Source: an optimization exercise on an open RTL-to-GDS flow (aim: small area). Production flows keep margins and buffers that such runs may drop.
In this exercise RTL edits were held to simulation tests only and were not proved equivalent to the original.
Power is estimated from default activity; no workload was simulated.

== the previous run ==
==> flow/design.v <==
module l2c_rx8 (
    input  wire       clk,
    input  wire       rst,
    input  wire       rx_valid,
    input  wire [2:0] rx_ch,
    input  wire       rx_level,
    output wire       rep_byte_valid,
    output wire [7:0] rep_byte,
    output wire       rep_end_valid,
    output wire       rep_end_ok,
    output wire [2:0] rep_ch
);
    localparam integer NCH = 8;
    reg  [NCH-1:0] q_sel;       
    reg            q_level;
    always @(posedge clk) begin
        if (rst)
            q_sel <= {NCH{1'b0}};
        else
            q_sel <= {{(NCH-1){1'b0}}, rx_valid} << rx_ch;
        q_level <= rx_level;
    end
    wire q_valid = |q_sel;
    reg        s_lvl  [0:NCH-1];
    reg [2:0]  s_ones [0:NCH-1];
    reg [7:0]  s_sh   [0:NCH-1];
    reg [10:0] s_bc   [0:NCH-1];
    reg [15:0] s_crc  [0:NCH-1];
    reg         r_lvl;
    reg  [2:0]  r_ones;
    reg  [7:0]  r_sh;
    reg  [10:0] r_bc;
    reg  [15:0] r_crc;
    reg  [2:0]  r_ch;
    integer k;
    always @(*) begin
        r_lvl  = 1'b0;
        r_ones = 3'd0;
        r_sh   = 8'h00;
        r_bc   = 11'd0;
        r_crc  = 16'h0000;
        r_ch   = 3'd0;
        for (k = 0; k < NCH; k = k + 1) begin
            r_lvl  = r_lvl  | (s_lvl[k]  & q_sel[k]);
            r_ones = r_ones | (s_ones[k] & {3{q_sel[k]}});
            r_sh   = r_sh   | (s_sh[k]   & {8{q_sel[k]}});
            r_bc   = r_bc   | (s_bc[k]   & {11{q_sel[k]}});
            r_crc  = r_crc  | (s_crc[k]  & {16{q_sel[k]}});
            r_ch   = r_ch   | (k[2:0]    & {3{q_sel[k]}});
        end
    end
    wire        d      = (q_level == r_lvl);            
    wire        in_a   = |r_sh;                         
    wire        in_b   = !in_a && |r_bc[6:0];           
    wire        sync   = in_a || |r_bc[6:0];
    wire        ones5  = (r_ones == 3'd5);
    wire        ones6  = (r_ones == 3'd6);
    wire        abort  = d && r_ones[2] && r_ones[1];   
    wire        flag   = !d && ones6;
    wire        app    = sync && !abort && !flag && !ones5;
    wire        bytec  = app && r_sh[0];                
    wire        last   = r_bc[10] && !(|r_bc[9:0]);    
    wire        have   = |r_bc;                         
    wire        enough = !in_a || |r_bc[10:2];
    wire        aligned = in_a ? (r_sh[1] && !r_sh[0]) : r_bc[0];
    wire        x6     = in_a ? r_sh[2] : r_bc[1];      
    wire        over   = app && !in_a && r_bc[0];       
    wire        fcs_ok = (r_crc == (x6 ? 16'hD92F : 16'h9F0B));
    wire [2:0]  n_ones = !d ? 3'd0 : (r_ones == 3'd7) ? 3'd7 : r_ones + 3'd1;
    wire [7:0]  n_sh   = (abort || over)     ? 8'h00 :
                         flag                ? 8'h80 :
                         bytec               ? (last ? 8'h00 : 8'h80) :
                         (app && in_a)       ? {d, r_sh[7:1]} : r_sh;
    wire        bc_wr  = flag || abort || over || bytec || (app && in_b);
    wire [10:0] n_bc   = (flag || abort || over) ? 11'd0 :
                         bytec               ? (last ? 11'h040 : {r_bc[9:0], (r_bc[10] ^ r_bc[8]) || !have}) :
                                               {4'h0, d, r_bc[6:1]};
    wire        crc_wr = flag || app;
    wire [15:0] n_crc  = flag ? 16'hFFFF :
                         ((r_crc >> 1) ^ ((r_crc[0] ^ d) ? 16'h8408 : 16'h0000));
    assign rep_byte       = {d, r_sh[7:1]};
    assign rep_byte_valid = q_valid && bytec;
    assign rep_end_valid  = q_valid && (((abort || flag) && sync && have) || over);
    assign rep_end_ok     = flag && aligned && enough && fcs_ok;
    assign rep_ch         = r_ch;
    wire        w_lvl  = rst ? 1'b0 : q_level;
    wire [2:0]  w_ones = rst ? 3'd0 : n_ones;
    wire [7:0]  w_sh   = rst ? 8'h00 : n_sh;
    wire [10:0] w_bc   = rst ? 11'd0 : n_bc;
    integer c;
    always @(posedge clk) begin
        for (c = 0; c < NCH; c = c + 1) begin
            if (rst || q_sel[c]) begin
                s_lvl[c]  <= w_lvl;
                s_ones[c] <= w_ones;
                s_sh[c]   <= w_sh;
            end
            if (rst || (q_sel[c] && bc_wr))
                s_bc[c]   <= w_bc;
            if (q_sel[c] && crc_wr)
                s_crc[c]  <= n_crc;
        end
    end
endmodule
clock: 6.0 ns
lec_check: 0
cap_margin: 0
core_margin: 2
core_utilization: 40
gpl_timing_driven: 0
slew_margin: 0
standard.sh (not shown) runs the stock make flow with config.mk's settings and CLKGATE_MAP_FILE= SYNTH_SCRIPT=/design/flow/synth_recipe.tcl, a recipe that flattens the netlist after the stock synthesis.
==> flow/flow/run.sh <==
#!/bin/bash
# Layout flow: the standard flow (standard.sh) with these changes:
#  - synthesis maps the logic with ABC's area mapper (flow/synth.tcl,
#    flow/abc_area.script); registers are mapped exactly as in the standard
#    synthesis;
#  - port buffers use the smallest buffer cell;
#  - CTS uses clkbuf_4 cells in small clusters and adds no dummy loads.
# Each step's full output is in orfs/logs/; make's output is in flow.log.
set -euo pipefail
here=$(pwd)
export MY_ABC_SCRIPT=$here/flow/abc_area.script
export BUFFER_PORTS_ARGS="-buffer_cell sky130_fd_sc_hd__buf_1"
export CTS_ARGS="-sink_clustering_enable -repair_clock_nets -dont_use_dummy_load -buf_list sky130_fd_sc_hd__clkbuf_4 -sink_clustering_size 10 -sink_clustering_max_diameter 40"
sed "s#SYNTH_SCRIPT=[^ ]*#SYNTH_SCRIPT=$here/flow/synth.tcl#" standard.sh > own_standard.sh
grep -q "SYNTH_SCRIPT=$here/flow/synth.tcl" own_standard.sh
bash own_standard.sh finish > flow.log 2>&1
==> flow/flow/abc_area.script <==
strash
dc2
dc2
dch -f
amap -A 8 -F 2
==> flow/flow/synth.tcl <==
# synth_recipe.tcl with one change: ABC maps the logic with an area-oriented
# script (flow/abc_area.script) instead of ORFS's. Registers are mapped by
# the same steps as the standard synthesis, so they keep their names and cells.
proc synth {args} { yosys synth -nofsm -noshare {*}$args }
proc abc {args} {
  set i [lsearch $args -script]
  if {$i >= 0} { lset args [expr {$i + 1}] $::env(MY_ABC_SCRIPT) }
  yosys abc {*}$args
}
source $::env(SCRIPTS_DIR)/synth.tcl
# left out here: clear keep_hierarchy, flatten, clean up, hide names made inside functions, write 1_2_yosys.v
The previous run: all stages complete, timing, DRC and antenna checks passed
#### Input delta (the current run over the previous run)
Settings: a deleted GPL_TIMING_DRIVEN that had been 0.
## What came out
Per the final summary, the current run finished and its layout is clean on timing, DRC and antenna. Run comparison: the previous run origin of the worst setup path q_sel[5]; the current run origin of the worst setup path q_sel[3]. Between the current run and the previous run, sequential share of layout area is lower for the previous run, the current run comes in above that. Across both runs, number of buffers inserted during clock tree synthesis was higher for the current run than for the previous run. Diff the current run..the previous run | overall routing resource usage | negligible. There was hardly any difference in clock net sink count between the previous run and the current run. The lower layout overhead on the synthesized area came out of the current run. The current run against the previous run: worst setup margin +0.050 ns, share of total power in combinational logic saw little to no change, register share of total power shows a reduction of 0.3 points. Sort the current run and the previous run by power, ascending, and the previous run comes first.

==> separate check: timing with driven ports <==
The results above use ideal ports. As a check the final layouts listed here were re-extracted and re-timed, cells and wires unchanged.
Step 1, drivers: a clkbuf_16 drives clk and a buf_2 each remaining input, both assumed.
Step 2 moves the port delays by t, midway between the first and last clock arrival at a register: inputs arrive t later, outputs are due t later. That takes back most of the time a late clock gives input paths.
Slacks: ideal ports / drivers / drivers and shift; pairs: ideal ports / drivers.
run	t, ns	setup slack, ns	clock arrival spread, ns	worst register clock-pin slew, ns	cell pins on the clock port's net
the previous run	0.664	0.341 / 0.305 / 0.686	0.071 / 0.071	0.11 / 0.11	1
the current run	0.659	0.391 / 0.352 / 1.011	0.079 / 0.079	0.10 / 0.10	1
After both steps every run listed still meets setup and hold.
